From an optimization exercise on the open Yosys and OpenROAD flow, aimed at small area, a short achievable clock period and few clock cycles; shortcuts taken in it are not production practice. Function was checked by simulation only, so behaviour that the tests miss may differ from the original. No activity file was given, so power comes from the tool's default toggle rates.

==> flow/run.sh <==
#!/bin/bash
# synth_recipe.tcl (not shown) runs the flow's synth.tcl, then flattens the netlist and writes it again
# the make line also repeats each setting of config.mk as NAME=value (left out here)
make -C /OpenROAD-flow-scripts/flow DESIGN_CONFIG=/design/flow/config.mk WORK_HOME=/design/flow/orfs CLKGATE_MAP_FILE= SYNTH_SCRIPT=/design/flow/synth_recipe.tcl finish
==> flow/design.v <==
module ringcore #(
    parameter RX_CAP       = 32,
    parameter RX_AW        = 5,
    parameter TX_CAP       = 128,
    parameter TX_AW        = 7,
    parameter CHUNK        = 64,
    parameter ACC_CAP      = 258,
    parameter TOKEN_MARKER = 8'hAA,
    parameter DATA_MARKER  = 8'hBB
) (
    input  wire        clk,
    input  wire        rst,
    input  wire        in_valid,
    output wire        in_ready,
    input  wire [31:0] in_data,
    input  wire        in_sub_ok,
    output reg         rsp_valid,
    output reg  [7:0]  rsp_status,
    output reg  [31:0] rsp_value,
    output reg         rdat_valid,
    output reg  [7:0]  rdat_byte,
    output reg         ntf_valid,
    output reg  [3:0]  ntf_tag,
    output reg  [23:0] ntf_a,
    output reg  [23:0] ntf_b,
    output reg         pay_valid,
    output reg  [7:0]  pay_byte,
    output reg         sub_valid,
    output reg  [7:0]  sub_byte,
    output reg         sub_last
);
    localparam OP_RX_READY    = 4'h1;
    localparam OP_TX_DONE     = 4'h2;
    localparam OP_TX_ABORT    = 4'h3;
    localparam OP_RX_STOPPED  = 4'h4;
    localparam OP_APP_WRITE   = 4'h5;
    localparam OP_APP_READ    = 4'h6;
    localparam OP_FEED        = 4'h7;
    localparam OP_RX_REARM    = 4'h8;
    localparam OP_STATUS_READ = 4'h9;
    localparam ST_OK        = 8'h00;
    localparam ST_INVALID   = 8'h01;
    localparam ST_FULL      = 8'h02;
    localparam ST_OVERFLOW  = 8'h03;
    localparam ST_CKSUM     = 8'h04;
    localparam ST_ILLEGAL   = 8'h06;
    localparam ST_IGNORED   = 8'h07;
    localparam N_FRAME_TOKEN  = 4'h1;
    localparam N_FRAME_DATA   = 4'h2;
    localparam N_TX_COMPLETED = 4'h3;
    localparam N_TX_ABORTED   = 4'h4;
    localparam N_SUBMIT_FAIL  = 4'h5;
    localparam N_RX_HALTED    = 4'h6;
    localparam N_RX_TRUNC     = 4'h7;
    localparam N_ACC_OVF      = 4'h8;
    localparam P_IDLE = 2'd0;
    localparam P_LEN  = 2'd1;
    localparam P_PAY  = 2'd2;
    localparam S_HDR  = 3'd0;    
    localparam S_OVFN = 3'd1;    
    localparam S_DATA = 3'd2;    
    localparam S_EMIT = 3'd3;    
    localparam S_KICK = 3'd4;    
    localparam S_SUB  = 3'd5;    
    localparam S_READ = 3'd6;    
    localparam S_RSP  = 3'd7;    
    localparam M_DROP = 2'd0;
    localparam M_RX   = 2'd1;
    localparam M_TX   = 2'd2;
    localparam M_FEED = 2'd3;
    reg [7:0]       rx_mem [0:RX_CAP-1];
    reg [RX_AW-1:0] rx_head;
    reg [RX_AW:0]   rx_cnt;
    reg [7:0]       tx_mem [0:TX_CAP-1];
    reg [TX_AW-1:0] tx_head;
    reg [TX_AW:0]   tx_cnt;
    reg [1:0]  pstate;
    reg [7:0]  plen;
    reg [7:0]  pcnt;
    reg [7:0]  psum;            
    reg [7:0]  pbuf [0:254];
    reg        in_flight;
    reg        rx_halted;
    reg        spurious;
    reg [2:0]  state;
    reg [3:0]  op;
    reg [23:0] arg;
    reg        sub_ok;
    reg [1:0]  mode;
    reg        parse_en;        
    reg [23:0] remain;          
    reg [7:0]  wr_left;         
    reg [15:0] nfr;
    reg [15:0] nck;
    reg        done_ntf;        
    reg [7:0]  rsp_st_q;
    reg [31:0] rsp_val_q;
    reg [7:0]  idx;             
    reg [7:0]  last_idx;        
    reg [7:0]  emit_len;        
    assign in_ready = (state == S_HDR) || (state == S_DATA);
    wire [3:0]  h_op  = in_data[3:0];
    wire [3:0]  h_rsv = in_data[7:4];
    wire [23:0] h_arg = in_data[31:8];
    wire        h_has_data = (h_op == OP_RX_READY) || (h_op == OP_APP_WRITE) ||
                             (h_op == OP_FEED);
    wire [23:0] h_ndata = h_has_data ? h_arg : 24'd0;
    wire        h_illegal = (h_op == 4'h0) || (h_op >= 4'hA) || (h_rsv != 4'h0) ||
                            (((h_op == OP_TX_DONE) || (h_op == OP_TX_ABORT) ||
                              (h_op == OP_RX_REARM)) && (h_arg != 24'd0)) ||
                            ((h_op == OP_STATUS_READ) && (h_arg[23:2] != 22'd0));
    wire [8:0]  acc_occ = (pstate == P_IDLE) ? 9'd0 :
                          (pstate == P_LEN)  ? 9'd1 : (9'd2 + {1'b0, pcnt});
    wire        feed_fits = ({16'd0, acc_occ} + {1'b0, h_arg}) <= ACC_CAP;
    wire [RX_AW:0] rx_room = RX_CAP - rx_cnt;
    wire [TX_AW:0] tx_room = TX_CAP - tx_cnt;
    wire [23:0] rx_acc = (h_arg < {{(23-RX_AW){1'b0}}, rx_room}) ? h_arg :
                         {{(23-RX_AW){1'b0}}, rx_room};
    wire [23:0] tx_acc = (h_arg < {{(23-TX_AW){1'b0}}, tx_room}) ? h_arg :
                         {{(23-TX_AW){1'b0}}, tx_room};
    wire [31:0] status_word = {8'h00, pcnt, plen, 3'b000, spurious, pstate,
                               rx_halted, in_flight};
    reg  [31:0] status_sel;
    always @(*) begin
        case (h_arg[1:0])
            2'd0:    status_sel = status_word;
            2'd1:    status_sel = {{(31-RX_AW){1'b0}}, rx_cnt};
            2'd2:    status_sel = {{(31-TX_AW){1'b0}}, tx_cnt};
            default: status_sel = {23'd0, acc_occ};
        endcase
    end
    wire [23:0] rd_k = (h_arg < {{(23-RX_AW){1'b0}}, rx_cnt}) ? h_arg :
                       {{(23-RX_AW){1'b0}}, rx_cnt};
    wire [TX_AW:0] kick_k = (tx_cnt < CHUNK) ? tx_cnt : CHUNK;
    wire [7:0]     kick_last = kick_k - 1'b1;
    wire [7:0] din = in_data[7:0];
    wire       beat = in_valid && in_ready;
    wire [2:0] after_data = ((op == OP_APP_WRITE) && !in_flight) ? S_KICK : S_RSP;
    wire [RX_AW-1:0] rx_wr_ptr = rx_head + rx_cnt[RX_AW-1:0];
    wire [TX_AW-1:0] tx_wr_ptr = tx_head + tx_cnt[TX_AW-1:0];
    wire parse_now = beat && (state == S_DATA) &&
                     ((mode == M_FEED) || ((mode == M_RX) && parse_en));
    wire pay_byte_now = (pstate == P_PAY) && (pcnt != plen);
    wire cksum_good   = (psum == din);
    always @(posedge clk) begin
        if (rst) begin
            state      <= S_HDR;
            rx_head    <= {RX_AW{1'b0}};
            rx_cnt     <= {(RX_AW+1){1'b0}};
            tx_head    <= {TX_AW{1'b0}};
            tx_cnt     <= {(TX_AW+1){1'b0}};
            pstate     <= P_IDLE;
            plen       <= 8'd0;
            pcnt       <= 8'd0;
            psum       <= 8'd0;
            in_flight  <= 1'b0;
            rx_halted  <= 1'b0;
            spurious   <= 1'b0;
            op         <= 4'd0;
            arg        <= 24'd0;
            sub_ok     <= 1'b0;
            mode       <= M_DROP;
            parse_en   <= 1'b0;
            remain     <= 24'd0;
            wr_left    <= 8'd0;
            nfr        <= 16'd0;
            nck        <= 16'd0;
            done_ntf   <= 1'b0;
            rsp_st_q   <= 8'd0;
            rsp_val_q  <= 32'd0;
            idx        <= 8'd0;
            last_idx   <= 8'd0;
            emit_len   <= 8'd0;
            rsp_valid  <= 1'b0;
            rsp_status <= 8'd0;
            rsp_value  <= 32'd0;
            rdat_valid <= 1'b0;
            rdat_byte  <= 8'd0;
            ntf_valid  <= 1'b0;
            ntf_tag    <= 4'd0;
            ntf_a      <= 24'd0;
            ntf_b      <= 24'd0;
            pay_valid  <= 1'b0;
            pay_byte   <= 8'd0;
            sub_valid  <= 1'b0;
            sub_byte   <= 8'd0;
            sub_last   <= 1'b0;
        end else begin
            rsp_valid  <= 1'b0;
            rdat_valid <= 1'b0;
            ntf_valid  <= 1'b0;
            pay_valid  <= 1'b0;
            sub_valid  <= 1'b0;
            sub_last   <= 1'b0;
            case (state)
            S_HDR: if (in_valid) begin
                op        <= h_op;
                arg       <= h_arg;
                sub_ok    <= in_sub_ok;
                remain    <= h_ndata;
                mode      <= M_DROP;
                parse_en  <= 1'b0;
                wr_left   <= 8'd0;
                nfr       <= 16'd0;
                nck       <= 16'd0;
                done_ntf  <= 1'b0;
                rsp_st_q  <= ST_OK;
                rsp_val_q <= 32'd0;
                state     <= (h_ndata != 24'd0) ? S_DATA : S_RSP;
                if (h_illegal) begin
                    rsp_st_q <= ST_ILLEGAL;
                end else begin
                    case (h_op)
                    OP_RX_READY: begin
                        if (rx_halted) begin
                            rsp_st_q <= ST_IGNORED;
                        end else if (h_arg == 24'd0) begin
                            rsp_st_q <= ST_INVALID;
                        end else begin
                            mode      <= M_RX;
                            parse_en  <= feed_fits;
                            wr_left   <= rx_acc[7:0];
                            rsp_st_q  <= (rx_acc == h_arg) ? ST_OK : ST_FULL;
                            rsp_val_q <= {8'd0, rx_acc};
                            if (rx_acc != h_arg) begin
                                ntf_valid <= 1'b1;
                                ntf_tag   <= N_RX_TRUNC;
                                ntf_a     <= h_arg;
                                ntf_b     <= rx_acc;
                                if (!feed_fits)
                                    state <= S_OVFN;
                            end else if (!feed_fits) begin
                                ntf_valid <= 1'b1;
                                ntf_tag   <= N_ACC_OVF;
                                ntf_a     <= h_arg;
                                ntf_b     <= 24'd0;
                            end
                        end
                    end
                    OP_TX_DONE: begin
                        if (!in_flight) begin
                            spurious <= 1'b1;
                            rsp_st_q <= ST_IGNORED;
                        end else begin
                            in_flight <= 1'b0;
                            done_ntf  <= 1'b1;
                            state     <= S_KICK;
                        end
                    end
                    OP_TX_ABORT: begin
                        if (!in_flight) begin
                            spurious <= 1'b1;
                            rsp_st_q <= ST_IGNORED;
                        end else begin
                            in_flight <= 1'b0;
                            ntf_valid <= 1'b1;
                            ntf_tag   <= N_TX_ABORTED;
                            ntf_a     <= 24'd0;
                            ntf_b     <= 24'd0;
                        end
                    end
                    OP_RX_STOPPED: begin
                        rx_halted <= 1'b1;
                        ntf_valid <= 1'b1;
                        ntf_tag   <= N_RX_HALTED;
                        ntf_a     <= h_arg;
                        ntf_b     <= 24'd0;
                    end
                    OP_APP_WRITE: begin
                        if (h_arg == 24'd0) begin
                            rsp_st_q <= ST_INVALID;
                        end else begin
                            mode      <= M_TX;
                            wr_left   <= tx_acc[7:0];
                            rsp_st_q  <= (tx_acc == h_arg) ? ST_OK : ST_FULL;
                            rsp_val_q <= {8'd0, tx_acc};
                        end
                    end
                    OP_APP_READ: begin
                        rsp_val_q <= {8'd0, rd_k};
                        if (rd_k != 24'd0) begin
                            idx      <= 8'd0;
                            last_idx <= rd_k[7:0] - 8'd1;
                            state    <= S_READ;
                        end
                    end
                    OP_FEED: begin
                        if (h_arg != 24'd0) begin
                            if (feed_fits) begin
                                mode <= M_FEED;
                            end else begin
                                rsp_st_q <= ST_OVERFLOW;
                            end
                        end
                    end
                    OP_RX_REARM: begin
                        rx_halted <= 1'b0;
                    end
                    OP_STATUS_READ: begin
                        rsp_val_q <= status_sel;
                    end
                    default: ;
                    endcase
                end
            end
            S_OVFN: begin
                ntf_valid <= 1'b1;
                ntf_tag   <= N_ACC_OVF;
                ntf_a     <= arg;
                ntf_b     <= 24'd0;
                state     <= S_DATA;
            end
            S_DATA: if (in_valid) begin
                remain <= remain - 24'd1;
                if (mode == M_RX && wr_left != 8'd0) begin
                    rx_mem[rx_wr_ptr] <= din;
                    rx_cnt  <= rx_cnt + 1'b1;
                    wr_left <= wr_left - 8'd1;
                end
                if (mode == M_TX && wr_left != 8'd0) begin
                    tx_mem[tx_wr_ptr] <= din;
                    tx_cnt  <= tx_cnt + 1'b1;
                    wr_left <= wr_left - 8'd1;
                end
                if (remain == 24'd1)
                    state <= after_data;
                if (parse_now) begin
                    case (pstate)
                    P_IDLE: begin
                        if (din == TOKEN_MARKER) begin
                            ntf_valid <= 1'b1;
                            ntf_tag   <= N_FRAME_TOKEN;
                            ntf_a     <= 24'd0;
                            ntf_b     <= 24'd0;
                            nfr       <= nfr + 16'd1;
                        end else if (din == DATA_MARKER) begin
                            pstate <= P_LEN;
                        end
                    end
                    P_LEN: begin
                        plen   <= din;
                        pcnt   <= 8'd0;
                        psum   <= 8'd0;
                        pstate <= P_PAY;
                    end
                    default: begin
                        if (pay_byte_now) begin
                            pbuf[pcnt] <= din;
                            pcnt <= pcnt + 8'd1;
                            psum <= psum + din;
                        end else begin
                            if (cksum_good) begin
                                ntf_valid <= 1'b1;
                                ntf_tag   <= N_FRAME_DATA;
                                ntf_a     <= {16'd0, plen};
                                ntf_b     <= {16'd0, din};
                                nfr       <= nfr + 16'd1;
                                if (plen != 8'd0) begin
                                    idx      <= 8'd0;
                                    emit_len <= plen;
                                    state    <= S_EMIT;
                                end
                            end else begin
                                nck <= nck + 16'd1;
                            end
                            pstate <= P_IDLE;
                            plen   <= 8'd0;
                            pcnt   <= 8'd0;
                            psum   <= 8'd0;
                        end
                    end
                    endcase
                end
            end
            S_EMIT: begin
                pay_valid <= 1'b1;
                pay_byte  <= pbuf[idx];
                idx       <= idx + 8'd1;
                if (idx == emit_len - 8'd1)
                    state <= (remain == 24'd0) ? after_data : S_DATA;
            end
            S_KICK: begin
                if (tx_cnt == {(TX_AW+1){1'b0}}) begin
                    state <= S_RSP;
                end else begin
                    idx      <= 8'd0;
                    last_idx <= kick_last;
                    state    <= S_SUB;
                end
            end
            S_SUB: begin
                sub_valid <= 1'b1;
                sub_byte  <= tx_mem[tx_head];
                sub_last  <= (idx == last_idx);
                tx_head   <= tx_head + 1'b1;
                tx_cnt    <= tx_cnt - 1'b1;
                idx       <= idx + 8'd1;
                if (idx == last_idx) begin
                    if (sub_ok) begin
                        in_flight <= 1'b1;
                    end else begin
                        ntf_valid <= 1'b1;
                        ntf_tag   <= N_SUBMIT_FAIL;
                        ntf_a     <= 24'd0;
                        ntf_b     <= 24'd0;
                    end
                    state <= S_RSP;
                end
            end
            S_READ: begin
                rdat_valid <= 1'b1;
                rdat_byte  <= rx_mem[rx_head];
                rx_head    <= rx_head + 1'b1;
                rx_cnt     <= rx_cnt - 1'b1;
                idx        <= idx + 8'd1;
                if (idx == last_idx)
                    state <= S_RSP;
            end
            S_RSP: begin
                rsp_valid <= 1'b1;
                if (op == OP_FEED && mode == M_FEED) begin
                    rsp_status <= (nck != 16'd0) ? ST_CKSUM : ST_OK;
                    rsp_value  <= {nck, nfr};
                end else begin
                    rsp_status <= rsp_st_q;
                    rsp_value  <= rsp_val_q;
                end
                if (done_ntf) begin
                    ntf_valid <= 1'b1;
                    ntf_tag   <= N_TX_COMPLETED;
                    ntf_a     <= 24'd0;
                    ntf_b     <= 24'd0;
                end
                state <= S_HDR;
            end
            default: state <= S_HDR;
            endcase
        end
    end
endmodule
==> flow/constraint.sdc <==
create_clock -name core_clock -period 10.0 [get_ports {clk}]
set_input_delay 2.0000 -clock core_clock [delete_from_list [all_inputs] [get_ports {clk}]]
set_output_delay 2.0000 -clock core_clock [all_outputs]
set_load 0.01 [all_outputs]
==> flow/config.mk <==
export PLATFORM = sky130hd
export DESIGN_NAME = ringcore
export DESIGN_NICKNAME = ringcore
export VERILOG_FILES = /design/flow/design.v
export SDC_FILE = /design/flow/constraint.sdc
export NUM_CORES = 4
export LEC_CHECK = 0
export CAP_MARGIN = 20
export CORE_MARGIN = 2
export CORE_UTILIZATION = 45
export PLACE_DENSITY = 0.6
export SLEW_MARGIN = 20
==> out/metrics.cfg <==
[worst_setup_path]
critPathKind=in2reg
setup.worst_path.start_class=input port
rrSetupSlack_ns=4.50
cp_data_arrival_time_ns=6.40
required_ns=10.79
cp-end-kind=flip-flop
critical_path.max_fanout=35

[synthesis]
yosysMostFrequentCell=edfxtp_1
syn_inst=7745
netlist_area_sq_um=146000
ys_seq_elements=3643
ys_types=95
yosysSeqAreaShare=0.725
synthTopCellsByCount=edfxtp_1 (3320), mux4_2 (1011), nor2_1 (708), dfxtp_1 (323), nand2_1 (312)
synth_top_area_cell=edfxtp_1
avgSynthCellArea_sq_um=18.9
synth.area.top_cells=edfxtp_1 (68%), mux4_2 (16%), dfxtp_1 (4.4%)
yosysTopAreaCellShare=0.681
async_reset_ff_frac=0
synthFlopType=edfxtp_1
synth_warnings=1
synth_edf_count=3320

[cells_and_area]
nets=8083
fillers=25600
postLayoutCellArea_sq_um=165000
area_growth_pct=12.7
drive_gt1_frac=0.218

[sta]
slew_headroom=0.154
hold_viol=0
drv_slew=0
finalCritPeriodShare=0.560
worstMarginPinSlew_ns=1.27
period_minus_slack_ns=5.60
fin_skew_ns=0.0883
finalSetupViolCount=0
tns_ns=0
fmax_mhz=178
rsz0062_at_grt=false

[clock_tree]
cts_buffers=379
cts.sinks=3643
clock_path_buffers=4
post_cts_buffers=0
htreeDepth=5
cts_resized=0
cts_hold_buf=0
insertion_delay_ns=0.97
cts_root_buf=clkbuf_16
cts_tree=yes
clk_pin_slew_ns=0.06

[pwr]
swShare=0.245
power_density_nw_per_um2=213
p_sw_mw=8.61
peakVddDrop_v=0.000151
clkPwrFrac=0.397
pwr-share-comb=0.119
seqPwrFrac=0.484
intPower_mw=26.5
leakage_nw=49.7

[drt]
viasPerCell=6.12
dr.pass1.iters=7
drc=0
drt-total-wl_mm=392
detail_route.wl_per_cell_microns=31.1
vias=77200
ant_nets=0
drtIter0Drc=10000

[grt]
overflow=0
grt_pass1_vias=77100
grt_pass1_wl_mm=566
grt_usage=0.235
grt_max_degree=199
antenna_found_initial=9

[floorplanning]
fp.dieH_microns=575
num_rows=209
dieArea_sq_um=330000
initial_utilization=0.452
chipWidth_microns=575
ios=159
coreArea_sq_um=324000

[run_status]
status=no timing/DRC/antenna violations

[placement]
routabilityCongestion=0.892
post_dp_cell_area_sq_um=153000
dp_hpwl_mm=243
portBuffers=153

[hold_path]
hold_class=reg2reg

[job]
maxCapViolations=0

## cell type report
class | count | area [sq um] | share of cell area
Multi-Input combinational cell | 3564 | 38000 | 0.230
Clock buffer | 474 | 10100 | 0.0609
Timing Repair Buffer | 312 | 2950 | 0.0179
Sequential cell | 3643 | 106000 | 0.643
Clock inverter | 219 | 2170 | 0.0131
Inverter | 69 | 264 | 0.00160
Antenna cell | 4 | 10.0 | 0.0000606
Tap cell | 4325 | 5410 | 0.0328
## per-layer routing
metal,up-vias,global-route usage,part of all wire
met1,41300,0.339,0.42
met4,0,0.0571,0.025
met5,-,0,0
met2,3293,0.374,0.48
met3,523,0.0406,0.074
li1,32100,-,-
## cells by family after synthesis
logic type                 after synthesis  synth area share
buffers and inverters                  542            0.0162
adders and majority gates               78           0.00697
muxes                                 1131             0.164
AOI/OAI and AO/OA                      763            0.0352
DFF                                   3643             0.725
and+or+nand+nor                       1439            0.0440
xor gates and xnor gates               148           0.00894
other                                    1         0.0000256
## power groups by stage
| stage | Sequential [mW] | Clock, mW | Combinational, mW |
|---|---|---|---|
| after floorplan | 17.2 | 0 | 2.72 |
| after global placement | 17.3 | 0 | 4.12 |
| after detailed placement | 17.3 | 0 | 4.16 |
| after CTS | 17.0 | 14.1 | 4.18 |
| after global routing | 17.0 | 14.7 | 4.46 |
| final | 17.0 | 13.9 | 4.18 |
## sequential cells by signal (all words and copies together), names as in the netlist, 24 cells and up
| name | cells |
|---|---|
| arg | 24 |
| ntf_a | 24 |
| ntf_b | 24 |
| pbuf | 2040 |
| remain | 24 |
| rsp_val_q | 24 |
| rsp_value | 32 |
| rx_mem | 256 |
| tx_mem | 1024 |
## final timing paths
kind | depth (start not counted) | to | startpoint
min reg2reg | 2 | rx_head[1] | rx_head[1]
max | 11 | ntf_b[16] | in_data[12]
min | 2 | rx_head[1] | rx_head[1]
max reg2reg | 10 | tx_mem[121][0] | tx_head[1]
## worst max-delay path: stages
cell	delay, ns
clkdlybuf4s50_1	0.87
ha_1	0.60
and2_1	0.19
a32o_1	0.30
o21ai_0	0.32
xor2_1	0.12
a311oi_1	0.49
nand4b_2	0.22
buf_4	0.35
nand2_1	0.51
and3_1	0.38
## metrics by stage
step / setup slack, ns / hold slack, ns / total power, mW / std cells / util
floorplan: 5.31 / 0.424 / 20.0 / 7749 / -
global placement: 3.65 / 0.439 / 21.5 / 11900 / 0.472
detailed placement: 3.54 / 0.446 / 21.5 / 11900 / 0.472
CTS: 4.53 / 0.455 / 35.3 / 12600 / 0.509
global route: 4.22 / 0.469 / 36.2 / 12600 / 0.510
finish: 4.40 / 0.455 / 35.1 / 12600 / 0.510
## placed cells by master (no fill, tap or decap), drive strengths merged, types with 38 or more instances in the layout
| master | n |
|---|---|
| xnor2 | 97 |
| nor2 | 709 |
| nand2 | 312 |
| nor4 | 38 |
| clkinv | 160 |
| mux4 | 1011 |
| inv | 80 |
| nand3 | 116 |
| xor2 | 50 |
| nor3 | 64 |
| clkdlybuf4s50 | 144 |
| dfxtp | 323 |
| a21oi | 225 |
| edfxtp | 3320 |
| mux2i | 108 |
| o21ai | 110 |
| buf | 168 |
| ha | 72 |
| clkbuf | 474 |
| a211oi | 88 |
| nand4 | 43 |
| a22oi | 86 |
Testbench counts, summed over its fixed seeds: cycles 87,930.

[separate check: timing with driven ports]
The results above use ideal ports. As a check the final layout listed here was re-extracted and re-timed, cells and wires unchanged. Step 1 (the two cells are an assumption about what drives the block):
set clk [get_ports {clk}]
set_driving_cell -lib_cell sky130_fd_sc_hd__clkbuf_16 $clk
set_driving_cell -lib_cell sky130_fd_sc_hd__buf_2 [delete_from_list [all_inputs] $clk]
Step 2 moves the port delays by t, midway between the first and last clock arrival at a register: inputs arrive t later, outputs are due t later. That takes back most of the time a late clock gives input paths. Slacks: ideal / step 1 / step 2; pairs: ideal / step 1.
shift t [ns]: 1.026
setup slack, ns: 4.397 / 4.468 / 3.442
worst setup path after step 2: input to register
cell pins on the clock port's net: 1
After both steps this run still meets setup and hold. The setup slack of this run moves by +0.071 ns with the drivers and by -0.955 ns with both steps.
